Background: an optimization exercise with open tools, aiming at a short achievable clock period and few clock cycles. Do not read the settings as production practice.
Function was checked by simulation only, so behaviour that the tests miss may differ from the original.
Power is estimated from default activity; no workload was simulated.

$ cat flow/constraint.sdc
create_clock -name core_clock -period 10.0 [get_ports {clk}]
set_input_delay 2.0000 -clock core_clock [delete_from_list [all_inputs] [get_ports {clk}]]
set_output_delay 2.0000 -clock core_clock [all_outputs]
set_load 0.01 [all_outputs]
$ cat flow/config.mk
export PLATFORM = sky130hd
export DESIGN_NAME = swx_top
export DESIGN_NICKNAME = swx_top
export VERILOG_FILES = /design/flow/design.v
export SDC_FILE = /design/flow/constraint.sdc
export NUM_CORES = 4
export LEC_CHECK = 0
export CAP_MARGIN = 20
export CORE_MARGIN = 2
export CORE_UTILIZATION = 40
export SLEW_MARGIN = 20
$ cat flow/run.sh
#!/bin/bash
# synth_recipe.tcl (not shown) runs the flow's synth.tcl, then flattens the netlist and writes it again
# the make line also repeats each setting of config.mk as NAME=value (left out here)
make -C /OpenROAD-flow-scripts/flow DESIGN_CONFIG=/design/flow/config.mk WORK_HOME=/design/flow/orfs CLKGATE_MAP_FILE= SYNTH_SCRIPT=/design/flow/synth_recipe.tcl finish
$ cat flow/design.v
module swx_top (
    input  wire        clk,
    input  wire        rst,
    input  wire        req_valid,
    input  wire [7:0]  req_data,
    output wire        req_ready,
    output reg         res_valid,
    output reg         res_ok,
    output reg  [39:0] res_data,
    output reg         fault,
    output reg  [2:0]  fault_code,
    output reg  [7:0]  fault_info,
    output wire        bus_valid,
    output wire [7:0]  bus_data,
    output wire        bus_last,
    input  wire        bus_ready,
    input  wire [7:0]  bus_rdata,
    output reg         ce,
    output wire [2:0]  pstate,
    output wire        wait_valid,
    output reg  [2:0]  wait_id,
    output reg  [31:0] wait_us,
    input  wire        wait_ready,
    output reg         rxb_we,
    output reg  [5:0]  rxb_addr,
    output reg  [7:0]  rxb_wdata
);
    localparam [7:0] CMD_R_REGISTER   = 8'h00;
    localparam [7:0] CMD_W_REGISTER   = 8'h20;
    localparam [7:0] CMD_R_RX_PL_WID  = 8'h60;
    localparam [7:0] CMD_R_RX_PAYLOAD = 8'h61;
    localparam [7:0] CMD_W_TX_PAYLOAD = 8'hA0;
    localparam [7:0] CMD_FLUSH_TX     = 8'hE1;
    localparam [7:0] CMD_FLUSH_RX     = 8'hE2;
    localparam [7:0] CMD_NOP          = 8'hFF;
    localparam [7:0] REG_CONFIG     = 8'h00;
    localparam [7:0] REG_SETUP_RETR = 8'h04;
    localparam [7:0] REG_RF_CH      = 8'h05;
    localparam [7:0] REG_RF_SETUP   = 8'h06;
    localparam [7:0] REG_STATUS     = 8'h07;
    localparam [7:0] REG_RX_ADDR_P0 = 8'h0A;
    localparam [7:0] REG_RX_ADDR_P1 = 8'h0B;
    localparam [7:0] REG_RX_ADDR_P2 = 8'h0C;
    localparam [7:0] REG_RX_ADDR_P5 = 8'h0F;
    localparam [7:0] REG_TX_ADDR    = 8'h10;
    localparam [7:0] REG_DYNPD      = 8'h1C;
    localparam [7:0] REG_FEATURE    = 8'h1D;
    localparam [7:0] CFG_PRIM_RX = 8'h01;
    localparam [7:0] CFG_PWR_UP  = 8'h02;
    localparam [7:0] ST_MAX_RT   = 8'h10;
    localparam [7:0] ST_TX_DS    = 8'h20;
    localparam [7:0] ST_RX_DR    = 8'h40;
    localparam [7:0] ST_RX_EMPTY = 8'h0E;
    localparam [7:0] FIXED_LEN     = 8'd8;
    localparam [6:0] TX_POLL_CAP   = 7'd100;
    localparam [7:0] INIT_RF_SETUP = 8'h0F;
    localparam [7:0] INIT_DYNPD    = 8'h3F;
    localparam [7:0] INIT_FEATURE  = 8'h04;
    localparam [7:0] INIT_CONFIG   = 8'h0C;
    localparam [7:0] OP_READ_REG    = 8'h01;
    localparam [7:0] OP_WRITE_REG   = 8'h02;
    localparam [7:0] OP_READ_ADDR   = 8'h03;
    localparam [7:0] OP_WRITE_ADDR  = 8'h04;
    localparam [7:0] OP_ADDR_ENCODE = 8'h05;
    localparam [7:0] OP_ADDR_DECODE = 8'h06;
    localparam [7:0] OP_ADDR_PARSE  = 8'h07;
    localparam [7:0] OP_POWER_UP    = 8'h08;
    localparam [7:0] OP_POWER_DOWN  = 8'h09;
    localparam [7:0] OP_START_RADIO = 8'h0A;
    localparam [7:0] OP_STOP_RADIO  = 8'h0B;
    localparam [7:0] OP_START_RX    = 8'h0C;
    localparam [7:0] OP_STOP_RX     = 8'h0D;
    localparam [7:0] OP_RX_READY    = 8'h0E;
    localparam [7:0] OP_RX_DYN      = 8'h0F;
    localparam [7:0] OP_RX_FIXED    = 8'h10;
    localparam [7:0] OP_TX          = 8'h11;
    localparam [7:0] OP_FLUSH_TX    = 8'h12;
    localparam [7:0] OP_FLUSH_RX    = 8'h13;
    localparam [7:0] OP_INIT        = 8'h14;
    localparam [7:0] OP_RX_LOOP     = 8'h15;
    localparam [7:0] OP_SHUTDOWN    = 8'h16;
    localparam [7:0] OP_WAIT        = 8'h17;
    localparam [2:0] F_ILLEGAL_REQ = 3'd1;
    localparam [2:0] F_WIDTH       = 3'd2;
    localparam [2:0] F_ADDR_REG    = 3'd3;
    localparam [2:0] F_PAYLOAD_LEN = 3'd4;
    localparam [2:0] F_BUS_CLOSED  = 3'd6;
    localparam [2:0] W_CE_UP   = 3'd0;
    localparam [2:0] W_CE_DOWN = 3'd1;
    localparam [2:0] W_RADIO   = 3'd2;
    localparam [2:0] W_RX      = 3'd3;
    localparam [2:0] W_TX_POLL = 3'd4;
    localparam [2:0] W_RX_POLL = 3'd5;
    localparam [2:0] W_LITERAL = 3'd6;
    localparam [2:0] PS_UNKNOWN = 3'd0;
    localparam [2:0] PS_DOWN    = 3'd1;
    localparam [2:0] PS_STANDBY = 3'd2;
    localparam [2:0] PS_LISTEN  = 3'd3;
    localparam [2:0] PS_TX      = 3'd4;
    localparam [2:0] S_COLLECT = 3'd0;
    localparam [2:0] S_DECODE  = 3'd1;
    localparam [2:0] S_EXEC    = 3'd2;
    localparam [2:0] S_XCHG    = 3'd3;
    localparam [2:0] S_WAIT    = 3'd4;
    localparam [2:0] S_FAULT   = 3'd5;
    localparam [2:0] A_NOP    = 3'd0;
    localparam [2:0] A_XCHG   = 3'd1;
    localparam [2:0] A_CE     = 3'd2;
    localparam [2:0] A_WAIT   = 3'd3;
    localparam [2:0] A_RXTERM = 3'd4;
    localparam [2:0] A_DONE   = 3'd5;
    localparam [1:0] M_NOP = 2'd0;    
    localparam [1:0] M_VAL = 2'd1;    
    localparam [1:0] M_BUF = 2'd2;    
    localparam [5:0] RXD_STATUS = 6'd40;
    localparam [5:0] RXD_QUERY  = 6'd41;
    localparam [5:0] RXD_READ   = 6'd42;
    localparam [5:0] RXD_TERM   = 6'd43;
    localparam [5:0] RXD_CLEAR  = 6'd44;
    localparam [5:0] RXD_RET    = 6'd45;
    localparam [5:0] LOOP_CHECK = 6'd5;
    reg [2:0]  state;
    reg [5:0]  seq;
    reg        open;
    reg        cfg_known;
    reg [7:0]  cfgsh;
    reg [7:0]  reqb [0:33];       
    reg [8:0]  rcnt;              
    reg [8:0]  rlen;              
    reg [7:0]  x_cmd;
    reg [5:0]  x_len;
    reg [5:0]  x_pos;
    reg [1:0]  x_mode;
    reg [7:0]  x_val;
    reg [5:0]  x_off;
    reg        x_cap;
    reg [7:0]  rsp1;              
    reg [39:0] a40;               
    reg [7:0]  nlen;              
    reg [6:0]  pcnt;              
    reg [15:0] lcnt;              
    reg [15:0] plcnt;             
    integer i;
    wire [7:0]  op     = reqb[0];
    wire [7:0]  b1     = reqb[1];
    wire [7:0]  rm     = {3'b000, reqb[1][4:0]};            
    wire [7:0]  rdcmd  = CMD_R_REGISTER | rm;
    wire [7:0]  wrcmd  = CMD_W_REGISTER | rm;
    wire [39:0] v40    = {reqb[6], reqb[5], reqb[4], reqb[3], reqb[2]};
    wire is_long  = (rm == REG_RX_ADDR_P0) || (rm == REG_RX_ADDR_P1) || (rm == REG_TX_ADDR);
    wire is_short = (rm >= REG_RX_ADDR_P2) && (rm <= REG_RX_ADDR_P5);
    wire rx_ready = (rsp1 & ST_RX_EMPTY) != ST_RX_EMPTY;
    function [8:0] fixed_len(input [7:0] o);
        case (o)
            OP_READ_REG, OP_READ_ADDR:                  fixed_len = 9'd2;
            OP_WRITE_REG, OP_RX_LOOP:                   fixed_len = 9'd3;
            OP_WRITE_ADDR, OP_ADDR_ENCODE:              fixed_len = 9'd7;
            OP_INIT:                                    fixed_len = 9'd13;
            OP_WAIT:                                    fixed_len = 9'd5;
            OP_ADDR_DECODE, OP_ADDR_PARSE, OP_TX:       fixed_len = 9'd2;    
            default:                                    fixed_len = 9'd1;
        endcase
    endfunction
    function is_var(input [7:0] o);
        is_var = (o == OP_ADDR_DECODE) || (o == OP_ADDR_PARSE) || (o == OP_TX);
    endfunction
    function uses_bus(input [7:0] o);
        uses_bus = !((o == OP_ADDR_ENCODE) || (o == OP_ADDR_DECODE) ||
                     (o == OP_ADDR_PARSE)  || (o == OP_WAIT));
    endfunction
    function [4:0] hexval(input [7:0] c);
        if (c >= 8'h30 && c <= 8'h39)      hexval = {1'b0, c[3:0]};
        else if (c >= 8'h61 && c <= 8'h66) hexval = c[4:0] - 5'h61 + 5'd10;
        else if (c >= 8'h41 && c <= 8'h46) hexval = c[4:0] - 5'h41 + 5'd10;
        else                               hexval = 5'h10;
    endfunction
    reg [39:0] enc_val;
    reg [39:0] dec_val;
    reg [39:0] parse_val;
    reg        parse_ok;
    reg [4:0]  hv;
    integer    j;
    always @* begin
        enc_val = 40'd0;
        for (j = 0; j < 5; j = j + 1)
            if (j < b1) enc_val[8*j +: 8] = v40[8*j +: 8];
        dec_val = 40'd0;
        for (j = 0; j < 5; j = j + 1)
            if (j < b1) dec_val[8*j +: 8] = reqb[2+j];
        parse_val = 40'd0;
        parse_ok  = (b1 >= 8'd10);
        for (j = 0; j < 10; j = j + 1) begin
            hv = hexval(reqb[2+j]);
            if (hv[4]) parse_ok = 1'b0;
            parse_val = {parse_val[35:0], hv[3:0]};
        end
        if (parse_val == 40'd0) parse_ok = 1'b0;
        if (!parse_ok) parse_val = 40'd0;
    end
    reg [2:0]  a_type;
    reg [7:0]  a_cmd;
    reg [5:0]  a_len;
    reg [1:0]  a_mode;
    reg [7:0]  a_val;
    reg [5:0]  a_off;
    reg        a_cap;
    reg        a_ce;
    reg [2:0]  a_wid;
    reg [5:0]  a_next;
    reg        a_ok;
    reg [39:0] a_data;
    reg        a_savn;       
    reg        a_zeron;      
    reg        a_pclr;       
    reg        a_pinc;       
    reg        a_linit;      
    reg        a_liter;      
    reg        a_close;      
    always @* begin
        a_type  = A_DONE;
        a_cmd   = 8'h00;
        a_len   = 6'd2;
        a_mode  = M_NOP;
        a_val   = 8'h00;
        a_off   = 6'd0;
        a_cap   = 1'b0;
        a_ce    = 1'b0;
        a_wid   = W_CE_UP;
        a_next  = seq + 6'd1;
        a_ok    = 1'b0;
        a_data  = 40'd0;
        a_savn  = 1'b0;
        a_zeron = 1'b0;
        a_pclr  = 1'b0;
        a_pinc  = 1'b0;
        a_linit = 1'b0;
        a_liter = 1'b0;
        a_close = 1'b0;
        if (seq >= RXD_STATUS) begin
            case (seq)
                RXD_STATUS: begin
                    a_type = A_XCHG; a_cmd = CMD_R_REGISTER | REG_STATUS;
                end
                RXD_QUERY: begin
                    if (!rx_ready) begin
                        a_type = A_NOP; a_zeron = 1'b1; a_next = RXD_RET;
                    end else begin
                        a_type = A_XCHG; a_cmd = CMD_R_RX_PL_WID;
                    end
                end
                RXD_READ: begin
                    a_type = A_XCHG; a_savn = 1'b1;
                    if (rsp1 > 8'd32) begin
                        a_cmd = CMD_FLUSH_RX; a_len = 6'd1; a_next = RXD_RET;
                    end else begin
                        a_cmd = CMD_R_RX_PAYLOAD; a_len = rsp1[5:0] + 6'd1; a_cap = 1'b1;
                    end
                end
                RXD_TERM: begin
                    a_type = A_RXTERM;
                end
                RXD_CLEAR: begin
                    a_type = A_XCHG; a_cmd = CMD_W_REGISTER | REG_STATUS;
                    a_mode = M_VAL; a_val = ST_RX_DR;
                end
                default: begin  
                    if (op == OP_RX_DYN) begin
                        a_type = A_DONE; a_data = {32'd0, nlen};
                    end else begin
                        a_type = A_WAIT; a_wid = W_RX_POLL; a_liter = 1'b1;
                        a_next = LOOP_CHECK;
                    end
                end
            endcase
        end else begin
            case (op)
                OP_READ_REG: case (seq)
                    6'd0: begin a_type = A_XCHG; a_cmd = rdcmd; end
                    default: begin a_data = {32'd0, rsp1}; end
                endcase
                OP_WRITE_REG: case (seq)
                    6'd0: begin a_type = A_XCHG; a_cmd = wrcmd; a_mode = M_VAL; a_val = reqb[2]; end
                    default: ;
                endcase
                OP_READ_ADDR: case (seq)
                    6'd0: begin
                        a_type = A_XCHG; a_len = 6'd6;
                        if (is_long) begin
                            a_cmd = rdcmd; a_next = 6'd2;
                        end else begin
                            a_cmd = CMD_R_REGISTER | REG_RX_ADDR_P1;
                        end
                    end
                    6'd1: begin a_type = A_XCHG; a_cmd = rdcmd; end
                    default: begin a_data = a40; end
                endcase
                OP_WRITE_ADDR: case (seq)
                    6'd0: begin
                        a_type = A_XCHG; a_cmd = wrcmd; a_mode = M_BUF; a_off = 6'd2;
                        a_len = is_long ? 6'd6 : 6'd2;
                    end
                    default: ;
                endcase
                OP_ADDR_ENCODE: a_data = enc_val;
                OP_ADDR_DECODE: a_data = dec_val;
                OP_ADDR_PARSE:  begin a_ok = parse_ok; a_data = parse_val; end
                OP_POWER_UP: case (seq)
                    6'd0: begin a_type = A_CE; a_ce = 1'b1; end
                    6'd1: begin a_type = A_WAIT; a_wid = W_CE_UP; end
                    default: ;
                endcase
                OP_POWER_DOWN: case (seq)
                    6'd0: begin a_type = A_CE; a_ce = 1'b0; end
                    6'd1: begin a_type = A_WAIT; a_wid = W_CE_DOWN; end
                    default: ;
                endcase
                OP_START_RADIO, OP_STOP_RADIO, OP_SHUTDOWN: case (seq)
                    6'd0: begin a_type = A_XCHG; a_cmd = CMD_R_REGISTER | REG_CONFIG; end
                    6'd1: begin
                        a_type = A_XCHG; a_cmd = CMD_W_REGISTER | REG_CONFIG; a_mode = M_VAL;
                        a_val = (op == OP_START_RADIO) ? (rsp1 | CFG_PWR_UP) : (rsp1 & ~CFG_PWR_UP);
                    end
                    6'd2: begin a_type = A_WAIT; a_wid = W_RADIO; end
                    default: begin a_close = (op == OP_SHUTDOWN); end
                endcase
                OP_START_RX, OP_STOP_RX, OP_RX_LOOP: case (seq)
                    6'd0: begin
                        a_type = A_CE; a_ce = (op != OP_STOP_RX); a_linit = 1'b1;
                    end
                    6'd1: begin a_type = A_WAIT; a_wid = (op != OP_STOP_RX) ? W_CE_UP : W_CE_DOWN; end
                    6'd2: begin a_type = A_XCHG; a_cmd = CMD_R_REGISTER | REG_CONFIG; end
                    6'd3: begin
                        a_type = A_XCHG; a_cmd = CMD_W_REGISTER | REG_CONFIG; a_mode = M_VAL;
                        a_val = (op != OP_STOP_RX) ? (rsp1 | CFG_PRIM_RX) : (rsp1 & ~CFG_PRIM_RX);
                    end
                    6'd4: begin a_type = A_WAIT; a_wid = W_RX; end
                    6'd5: begin
                        if (op == OP_RX_LOOP) begin
                            a_type = A_NOP;
                            a_next = (lcnt == 16'd0) ? 6'd7 : RXD_STATUS;
                        end
                    end
                    6'd7:  begin a_type = A_CE; a_ce = 1'b0; end
                    6'd8:  begin a_type = A_WAIT; a_wid = W_CE_DOWN; end
                    6'd9:  begin a_type = A_XCHG; a_cmd = CMD_R_REGISTER | REG_CONFIG; end
                    6'd10: begin
                        a_type = A_XCHG; a_cmd = CMD_W_REGISTER | REG_CONFIG; a_mode = M_VAL;
                        a_val = rsp1 & ~CFG_PRIM_RX;
                    end
                    6'd11: begin a_type = A_WAIT; a_wid = W_RX; end
                    default: begin a_data = {24'd0, plcnt}; end
                endcase
                OP_RX_READY: case (seq)
                    6'd0: begin a_type = A_XCHG; a_cmd = CMD_R_REGISTER | REG_STATUS; end
                    default: begin a_ok = rx_ready; end
                endcase
                OP_RX_DYN: begin
                    a_type = A_NOP; a_next = RXD_STATUS;
                end
                OP_RX_FIXED: case (seq)
                    6'd0: begin a_type = A_XCHG; a_cmd = CMD_R_REGISTER | REG_STATUS; end
                    6'd1: begin
                        if (!rx_ready) begin
                            a_type = A_DONE; a_ok = 1'b0;
                        end else begin
                            a_type = A_XCHG; a_cmd = CMD_R_RX_PAYLOAD;
                            a_len = FIXED_LEN[5:0] + 6'd1; a_cap = 1'b1;
                        end
                    end
                    6'd2: begin
                        a_type = A_XCHG; a_cmd = CMD_W_REGISTER | REG_STATUS;
                        a_mode = M_VAL; a_val = ST_RX_DR;
                    end
                    default: begin a_ok = 1'b1; end
                endcase
                OP_TX: case (seq)
                    6'd0: begin a_type = A_XCHG; a_cmd = CMD_FLUSH_TX; a_len = 6'd1; end
                    6'd1: begin
                        a_type = A_XCHG; a_cmd = CMD_W_TX_PAYLOAD; a_mode = M_BUF; a_off = 6'd2;
                        a_len = b1[5:0] + 6'd1;
                    end
                    6'd2: begin a_type = A_CE; a_ce = 1'b1; a_pclr = 1'b1; end
                    6'd3: begin a_type = A_WAIT; a_wid = W_CE_UP; end
                    6'd4: begin a_type = A_XCHG; a_cmd = CMD_R_REGISTER | REG_STATUS; a_pinc = 1'b1; end
                    6'd5: begin
                        if ((rsp1 & ST_TX_DS) != 8'h00) begin
                            a_type = A_XCHG; a_cmd = CMD_W_REGISTER | REG_STATUS;
                            a_mode = M_VAL; a_val = ST_TX_DS; a_next = 6'd6;
                        end else if ((rsp1 & ST_MAX_RT) != 8'h00) begin
                            a_type = A_XCHG; a_cmd = CMD_W_REGISTER | REG_STATUS;
                            a_mode = M_VAL; a_val = ST_MAX_RT; a_next = 6'd9;
                        end else begin
                            a_type = A_WAIT; a_wid = W_TX_POLL;
                            a_next = (pcnt == TX_POLL_CAP) ? 6'd12 : 6'd4;
                        end
                    end
                    6'd6: begin a_type = A_CE; a_ce = 1'b0; end
                    6'd7: begin a_type = A_WAIT; a_wid = W_CE_DOWN; end
                    6'd8: begin a_ok = 1'b1; end
                    6'd9:  begin a_type = A_XCHG; a_cmd = CMD_FLUSH_TX; a_len = 6'd1; end
                    6'd10: begin a_type = A_CE; a_ce = 1'b0; end
                    6'd11: begin a_type = A_WAIT; a_wid = W_CE_DOWN; a_next = 6'd15; end
                    6'd12: begin a_type = A_CE; a_ce = 1'b0; end
                    6'd13: begin a_type = A_WAIT; a_wid = W_CE_DOWN; end
                    6'd14: begin a_type = A_XCHG; a_cmd = CMD_FLUSH_TX; a_len = 6'd1; end
                    default: begin a_ok = 1'b0; end
                endcase
                OP_FLUSH_TX: case (seq)
                    6'd0: begin a_type = A_XCHG; a_cmd = CMD_FLUSH_TX; a_len = 6'd1; end
                    default: ;
                endcase
                OP_FLUSH_RX: case (seq)
                    6'd0: begin a_type = A_XCHG; a_cmd = CMD_FLUSH_RX; a_len = 6'd1; end
                    default: ;
                endcase
                OP_INIT: case (seq)
                    6'd0: begin
                        a_type = A_XCHG; a_cmd = CMD_W_REGISTER | REG_TX_ADDR; a_len = 6'd6;
                        a_mode = M_BUF; a_off = 6'd1;
                    end
                    6'd1: begin
                        a_type = A_XCHG; a_cmd = CMD_W_REGISTER | REG_RX_ADDR_P1; a_len = 6'd6;
                        a_mode = M_BUF; a_off = 6'd6;
                    end
                    6'd2: begin
                        a_type = A_XCHG; a_cmd = CMD_W_REGISTER | REG_RF_SETUP;
                        a_mode = M_VAL; a_val = INIT_RF_SETUP;
                    end
                    6'd3: begin
                        a_type = A_XCHG; a_cmd = CMD_W_REGISTER | REG_DYNPD;
                        a_mode = M_VAL; a_val = INIT_DYNPD;
                    end
                    6'd4: begin
                        a_type = A_XCHG; a_cmd = CMD_W_REGISTER | REG_FEATURE;
                        a_mode = M_VAL; a_val = INIT_FEATURE;
                    end
                    6'd5: begin
                        a_type = A_XCHG; a_cmd = CMD_W_REGISTER | REG_RF_CH;
                        a_mode = M_BUF; a_off = 6'd11;
                    end
                    6'd6: begin
                        a_type = A_XCHG; a_cmd = CMD_W_REGISTER | REG_CONFIG;
                        a_mode = M_VAL; a_val = INIT_CONFIG;
                    end
                    6'd7: begin
                        a_type = A_XCHG; a_cmd = CMD_W_REGISTER | REG_SETUP_RETR;
                        a_mode = M_BUF; a_off = 6'd12;
                    end
                    6'd8: begin a_type = A_XCHG; a_cmd = CMD_R_REGISTER | REG_CONFIG; end
                    6'd9: begin
                        a_type = A_XCHG; a_cmd = CMD_W_REGISTER | REG_CONFIG;
                        a_mode = M_VAL; a_val = rsp1 | CFG_PWR_UP;
                    end
                    6'd10: begin a_type = A_WAIT; a_wid = W_RADIO; end
                    6'd11: begin a_type = A_XCHG; a_cmd = CMD_FLUSH_RX; a_len = 6'd1; end
                    default: ;
                endcase
                OP_WAIT: case (seq)
                    6'd0: begin a_type = A_WAIT; a_wid = W_LITERAL; end
                    default: ;
                endcase
                default: ;
            endcase
        end
    end
    reg [7:0] x_byte;
    always @* begin
        if (x_pos == 6'd0)         x_byte = x_cmd;
        else if (x_mode == M_VAL)  x_byte = x_val;
        else if (x_mode == M_BUF)  x_byte = reqb[x_off + x_pos - 6'd1];
        else                       x_byte = CMD_NOP;
    end
    assign bus_valid  = (state == S_XCHG);
    assign bus_data   = x_byte;
    assign bus_last   = (x_pos == x_len - 6'd1);
    assign wait_valid = (state == S_WAIT);
    assign req_ready  = (state == S_COLLECT);
    assign pstate = !cfg_known                  ? PS_UNKNOWN :
                    ((cfgsh & CFG_PWR_UP) == 0) ? PS_DOWN    :
                    !ce                         ? PS_STANDBY :
                    ((cfgsh & CFG_PRIM_RX) != 0)? PS_LISTEN  : PS_TX;
    wire req_fire  = req_valid && req_ready;
    wire bus_fire  = bus_valid && bus_ready;
    wire wait_fire = wait_valid && wait_ready;
    task raise(input [2:0] code, input [7:0] info);
        begin
            fault      <= 1'b1;
            fault_code <= code;
            fault_info <= info;
            state      <= S_FAULT;
        end
    endtask
    always @(posedge clk) begin
        if (rst) begin
            state      <= S_COLLECT;
            seq        <= 6'd0;
            open       <= 1'b1;
            cfg_known  <= 1'b0;
            cfgsh      <= 8'h00;
            ce         <= 1'b0;
            fault      <= 1'b0;
            fault_code <= 3'd0;
            fault_info <= 8'h00;
            res_valid  <= 1'b0;
            res_ok     <= 1'b0;
            res_data   <= 40'd0;
            rxb_we     <= 1'b0;
            rxb_addr   <= 6'd0;
            rxb_wdata  <= 8'h00;
            wait_id    <= 3'd0;
            wait_us    <= 32'd0;
            rcnt       <= 9'd0;
            rlen       <= 9'd1;
            x_cmd      <= 8'h00;
            x_len      <= 6'd1;
            x_pos      <= 6'd0;
            x_mode     <= M_NOP;
            x_val      <= 8'h00;
            x_off      <= 6'd0;
            x_cap      <= 1'b0;
            rsp1       <= 8'h00;
            a40        <= 40'd0;
            nlen       <= 8'h00;
            pcnt       <= 7'd0;
            lcnt       <= 16'd0;
            plcnt      <= 16'd0;
            for (i = 0; i < 34; i = i + 1) reqb[i] <= 8'h00;
        end else begin
            res_valid <= 1'b0;
            rxb_we    <= 1'b0;
            case (state)
                S_COLLECT: begin
                    if (req_fire) begin
                        if (rcnt < 9'd34) reqb[rcnt[5:0]] <= req_data;
                        rcnt <= rcnt + 9'd1;
                        if (rcnt == 9'd0) begin
                            rlen <= fixed_len(req_data);
                            if (req_data == 8'h00 || req_data > OP_WAIT)
                                raise(F_ILLEGAL_REQ, req_data);
                            else if (fixed_len(req_data) == 9'd1)
                                state <= S_DECODE;
                        end else if (rcnt == 9'd1 && is_var(op)) begin
                            rlen <= {1'b0, req_data} + 9'd2;
                            if (op == OP_ADDR_DECODE && (req_data == 8'd0 || req_data > 8'd5))
                                raise(F_WIDTH, req_data);
                            else if (op == OP_TX && req_data > 8'd32)
                                raise(F_PAYLOAD_LEN, req_data);
                            else if (req_data == 8'd0)
                                state <= S_DECODE;
                        end else if (rcnt + 9'd1 == rlen) begin
                            state <= S_DECODE;
                        end
                    end
                end
                S_DECODE: begin
                    rcnt <= 9'd0;
                    seq  <= 6'd0;
                    if (op == OP_ADDR_ENCODE && (b1 == 8'd0 || b1 > 8'd5))
                        raise(F_WIDTH, b1);
                    else if ((op == OP_READ_ADDR || op == OP_WRITE_ADDR) && !is_long && !is_short)
                        raise(F_ADDR_REG, b1);
                    else if (uses_bus(op) && !open)
                        raise(F_BUS_CLOSED, op);
                    else
                        state <= S_EXEC;
                end
                S_EXEC: begin
                    seq <= a_next;
                    if (a_savn)  nlen  <= (rsp1 > 8'd32) ? 8'd0 : rsp1;
                    if (a_zeron) nlen  <= 8'd0;
                    if (a_pclr)  pcnt  <= 7'd0;
                    if (a_pinc)  pcnt  <= pcnt + 7'd1;
                    if (a_linit) begin
                        lcnt  <= {reqb[2], reqb[1]};
                        plcnt <= 16'd0;
                    end
                    if (a_liter) begin
                        lcnt <= lcnt - 16'd1;
                        if (nlen != 8'd0) plcnt <= plcnt + 16'd1;
                    end
                    case (a_type)
                        A_XCHG: begin
                            x_cmd  <= a_cmd;
                            x_len  <= a_len;
                            x_pos  <= 6'd0;
                            x_mode <= a_mode;
                            x_val  <= a_val;
                            x_off  <= a_off;
                            x_cap  <= a_cap;
                            state  <= S_XCHG;
                        end
                        A_CE: begin
                            ce <= a_ce;
                        end
                        A_WAIT: begin
                            wait_id <= a_wid;
                            wait_us <= {reqb[4], reqb[3], reqb[2], reqb[1]};
                            state   <= S_WAIT;
                        end
                        A_RXTERM: begin
                            rxb_we    <= 1'b1;
                            rxb_addr  <= nlen[5:0];
                            rxb_wdata <= 8'h00;
                        end
                        A_DONE: begin
                            res_valid <= 1'b1;
                            res_ok    <= a_ok;
                            res_data  <= a_data;
                            if (a_close) open <= 1'b0;
                            state     <= S_COLLECT;
                        end
                        default: ;
                    endcase
                end
                S_XCHG: begin
                    if (bus_fire) begin
                        if (x_pos == 6'd1) rsp1 <= bus_rdata;
                        if (x_pos >= 6'd1 && x_pos <= 6'd5)
                            a40[8*(x_pos-6'd1) +: 8] <= bus_rdata;
                        if (x_cap && x_pos != 6'd0) begin
                            rxb_we    <= 1'b1;
                            rxb_addr  <= x_pos - 6'd1;
                            rxb_wdata <= bus_rdata;
                        end
                        if (bus_last) begin
                            if (x_len == 6'd2 && x_cmd == (CMD_W_REGISTER | REG_CONFIG)) begin
                                cfg_known <= 1'b1;
                                cfgsh     <= x_byte;
                            end
                            state <= S_EXEC;
                        end else begin
                            x_pos <= x_pos + 6'd1;
                        end
                    end
                end
                S_WAIT: begin
                    if (wait_fire) state <= S_EXEC;
                end
                default: ;   
            endcase
        end
    end
endmodule
==> results.txt <==
[report_power, final]
part | switching (W) | leakage, nW | internal, W
clock network | 0.00135 | 1.40 | 0.00188
registers | 0.000125 | 7.37 | 0.00361
logic | 0.000659 | 7.37 | 0.000335
total | 0.00214 | 16.1 | 0.00583
[metal layers]
layer | vias to the layer above | wire length [um] | GRT usage
li1 | 13700 | - | -
met2 | 1425 | 59000 | 0.396
met1 | 14800 | 51700 | 0.325
met3 | 332 | 9600 | 0.0369
met4 | 2 | 6580 | 0.114
met5 | - | 13 | 0
[state kept, by name, summed over array words and instances (netlist names), 6 cells and up]
signal,cells
plcnt,16
x_pos,6
a40,40
reqb,512
fault_info,8
pcnt,7
rsp1,8
lcnt,16
nlen,8
rlen,9
seq,6
res_data,40
rcnt,9
x_len,6
x_cmd,8
wait_us,32
rxb_addr,6
rxb_wdata,8
x_val,8
[cell families (layout without fill, tap and decap cells)]
group	after synthesis	count (layout)
flip-flops	778	778
buffers and inverters	356	473
other	1	241
XOR/XNOR	53	53
AO/OA/AOI/OAI	731	731
adder cells (fa/ha/maj)	78	78
AND/OR/NAND/NOR	1275	1275
multiplexers	294	294
[placed cells by master (no fill, tap or decap), types with 63 or more instances in the layout]
cell / instances
ha_1: 75
a21oi_1: 225
o21ai_0: 149
nor3_1: 65
mux4_2: 161
nand2_1: 242
clkdlybuf4s50_1: 139
nand3_1: 91
mux2i_1: 115
clkbuf_16: 86
conb_1: 240
edfxtp_1: 512
nor2_1: 515
inv_1: 110
nand2b_1: 68
buf_4: 63
dfxtp_1: 266
[worst reg2reg max path, cell delays in order, from the launching register on]
cell,delay [ns]
edfxtp_1,0.46
buf_4,0.32
nor4b_2,0.80
nand2_1,0.28
buf_4,0.32
nor4_1,0.95
a2111o_1,0.27
or2_1,0.23
and4_2,0.62
buf_4,0.59
mux2i_1,0.25
nor2_1,0.06
[stage by stage]
| stage | cells | setup slack (ns) | power [W] | util | cell area, um2 |
|---|---|---|---|---|---|
| after floorplan | 3805 | 4.24 | 0.00436 | - | 40400 |
| after global routing | 5209 | 1.95 | 0.00821 | 0.468 | 45900 |
| after detailed placement | 5051 | 2.96 | 0.00478 | 0.439 | 43100 |
| final | 5210 | 2.22 | 0.00797 | 0.468 | 45900 |
| after global placement | 5051 | 3.07 | 0.00477 | 0.439 | 43100 |
| after CTS | 5209 | 2.23 | 0.00799 | 0.468 | 45900 |
[how the worst min path moves through the flow]
stage                       startpoint           end  depth (start not counted)
after floorplan               x_val[2]      x_val[2]                          1
after global placement           fault         fault                          2
after detailed placement  res_data[29]  res_data[29]                          2
after CTS                        fault         fault                          2
after global routing             fault         fault                          2
final                            fault         fault                          2
[layout make-up]
class                   instances  area [um2]  area share
repair buffers                205        1920      0.0418
inverters                     110         413     0.00899
diodes                          1        2.50   0.0000545
clock buffers                 106        2260      0.0492
well taps                    1287        1610      0.0351
flip-flops and latches        778       20700       0.451
multi-input cells            2671       18400       0.401
clock inverters                52         596      0.0130
==> results.json <==
{
  "status": "timing/DRC/antenna clean",
  "r2r-end": "wait_us[29]",
  "avgRoutedWirePerCell_um": 24.3,
  "start_util": 0.403,
  "synthTopCellsByArea": "edfxtp_1 39%, dfxtp_1 13%, mux4_2 9.2%, nor2_1 4.9%, mux2i_1 2.9%",
  "numCtsBuffers": 85,
  "power_density_nw_per_um2": 173,
  "timing.max_cap.violations": 0,
  "finalWirelength_um": 127000,
  "vdd_ir_drop_max_uv": 141,
  "ioPinCount": 141,
  "h-tree-depth": 3,
  "synth_area_um2": 39500,
  "synth_top_family_by_area": "simple AND/OR/NAND/NOR gates",
  "p_leak_nw": 16.1,
  "synth_adder_area_share": 0.0249,
  "critPathLaunch": "x_pos[0]",
  "crit_type": "register to primary output",
  "fmax_mhz": 129,
  "port_buffers": 140,
  "antenna_found_initial": 2,
  "cpMaxStageDelayCell": "dfxtp_1",
  "ff2ff_path_depth": 11,
  "synth.most_common_cell": "nor2_1",
  "min_path_type": "register to register",
  "critical_path_required_ns": 8.00,
  "cts_root_buf": "clkbuf_16",
  "viasPerCell": 5.81,
  "antenna_left": 0,
  "r2r_start": "reqb[0][4]",
  "firstDrtPassIters": 6,
  "hold_slack_ns": 0.449,
  "drt_iter0_drc": 3719,
  "die_h_um": 318,
  "cts_setup_buffers": 0,
  "drc": 0,
  "cts_tree": "yes",
  "crit_fanout": 81,
  "ys_async_sr_fraction": 0,
  "cp.depth": 13,
  "ys_seq_area_frac": 0.524,
  "synth_area_per_cell_um2": 11.1,
  "synthFlopType": "edfxtp_1",
  "fillers": 9107,
  "synth-seq-cells": 778,
  "rsz0062_at_grt": "no",
  "slowest_delay_ns": 0.72,
  "grt_pass1_vias": 28700,
  "cts_hold_buf": 0,
  "synth-compound-area-share": 0.122,
  "crit_family": "multiplexers",
  "fin_crit_sh": 0.778,
  "setup_violations": 0,
  "cp_cell_sequence": "inv_1 > ha_4 > inv_1 > ha_4 > buf_12 > mux4_2 > mux4_2 > mux2i_1 > mux2_2 > nand2_1 > o21ai_0 > a21oi_1 > clkdlybuf4s50_1",
  "cp_num_buf_inv": 4,
  "syn_inst": 3566,
  "synth.area.mux_share": 0.126,
  "cp-endpoint": "bus_data[3]",
  "skew_ns": 0.0291,
  "grt_max_degree": 93,
  "finalCriticalPeriod_ns": 7.78,
  "synthToLayoutAreaGrowth_pct": 16.2,
  "synthSimpleGateAreaFrac": 0.157,
  "finalNetCount": 3950,
  "yosysTopAreaCell": "edfxtp_1",
  "num_vias": 30300,
  "gp_congestion": 0.976,
  "clk_pin_slew_worst_paths_ns": 0.07,
  "core_um2": 98100,
  "die_w_um": 318,
  "cts_resized": 0,
  "rows": 115,
  "drv_slew": 0,
  "synth_commonest_cells": "516 x nor2_1, 512 x edfxtp_1, 266 x dfxtp_1",
  "synth_xor_area_frac": 0.0117,
  "clockBufferDepth": 3,
  "rrSetupSlack_ns": 4.69,
  "crit_arrival_ns": 5.78,
  "netlist.area_leader.share": 0.389,
  "gr-usage-all-layers": 0.245,
  "critPathCaptureType": "primary output",
  "yosysUniqueCellTypes": 98,
  "grt_overflow": 0,
  "max_slew_margin": 0.222,
  "hold_viol_final": 0,
  "dp_hpwl_um": 89000,
  "clk_latency_ns": 0.67,
  "clock-sinks": 778,
  "synth_edf_count": 512,
  "finalSetupTns_ns": 0,
  "grt_pass1_wl_um": 188000,
  "worst_pin_slew_ns": 1.14,
  "ys_warn_count": 3,
  "final_layout_size_suffix_gt1_frac": 0.113,
  "die-area_um2": 101000,
  "critPathLaunchType": "register"
}
Testbench counts, summed over its fixed seeds: cycles 38,617.

[afterwards: timing with drivers on the ports]
In the flow no input, the clock included, has a driving cell. The finished layout below was timed again as built, in two steps.
Step 1 assumes that a clkbuf_16 drives the clock port and a buf_2 every other input.
Step 2 adds t to the input delays and takes it off the output delays; t is the mean of the earliest and latest rising clock arrival at the registers after step 1. Input paths then give back, and output paths get back, about the clock's delay inside the block.
Three values: ideal ports, drivers, drivers and shift; two values: the first two.
t (ns): 0.714
setup slack, ns: 2.224 / 2.160 / 2.875
clock arrival spread, ns: 0.032 / 0.033
worst register clock-pin slew, ns: 0.07 / 0.07
After both steps setup and hold are still met in this run. The setup slack of this run moves by -0.064 ns with the drivers and by +0.651 ns with both steps.
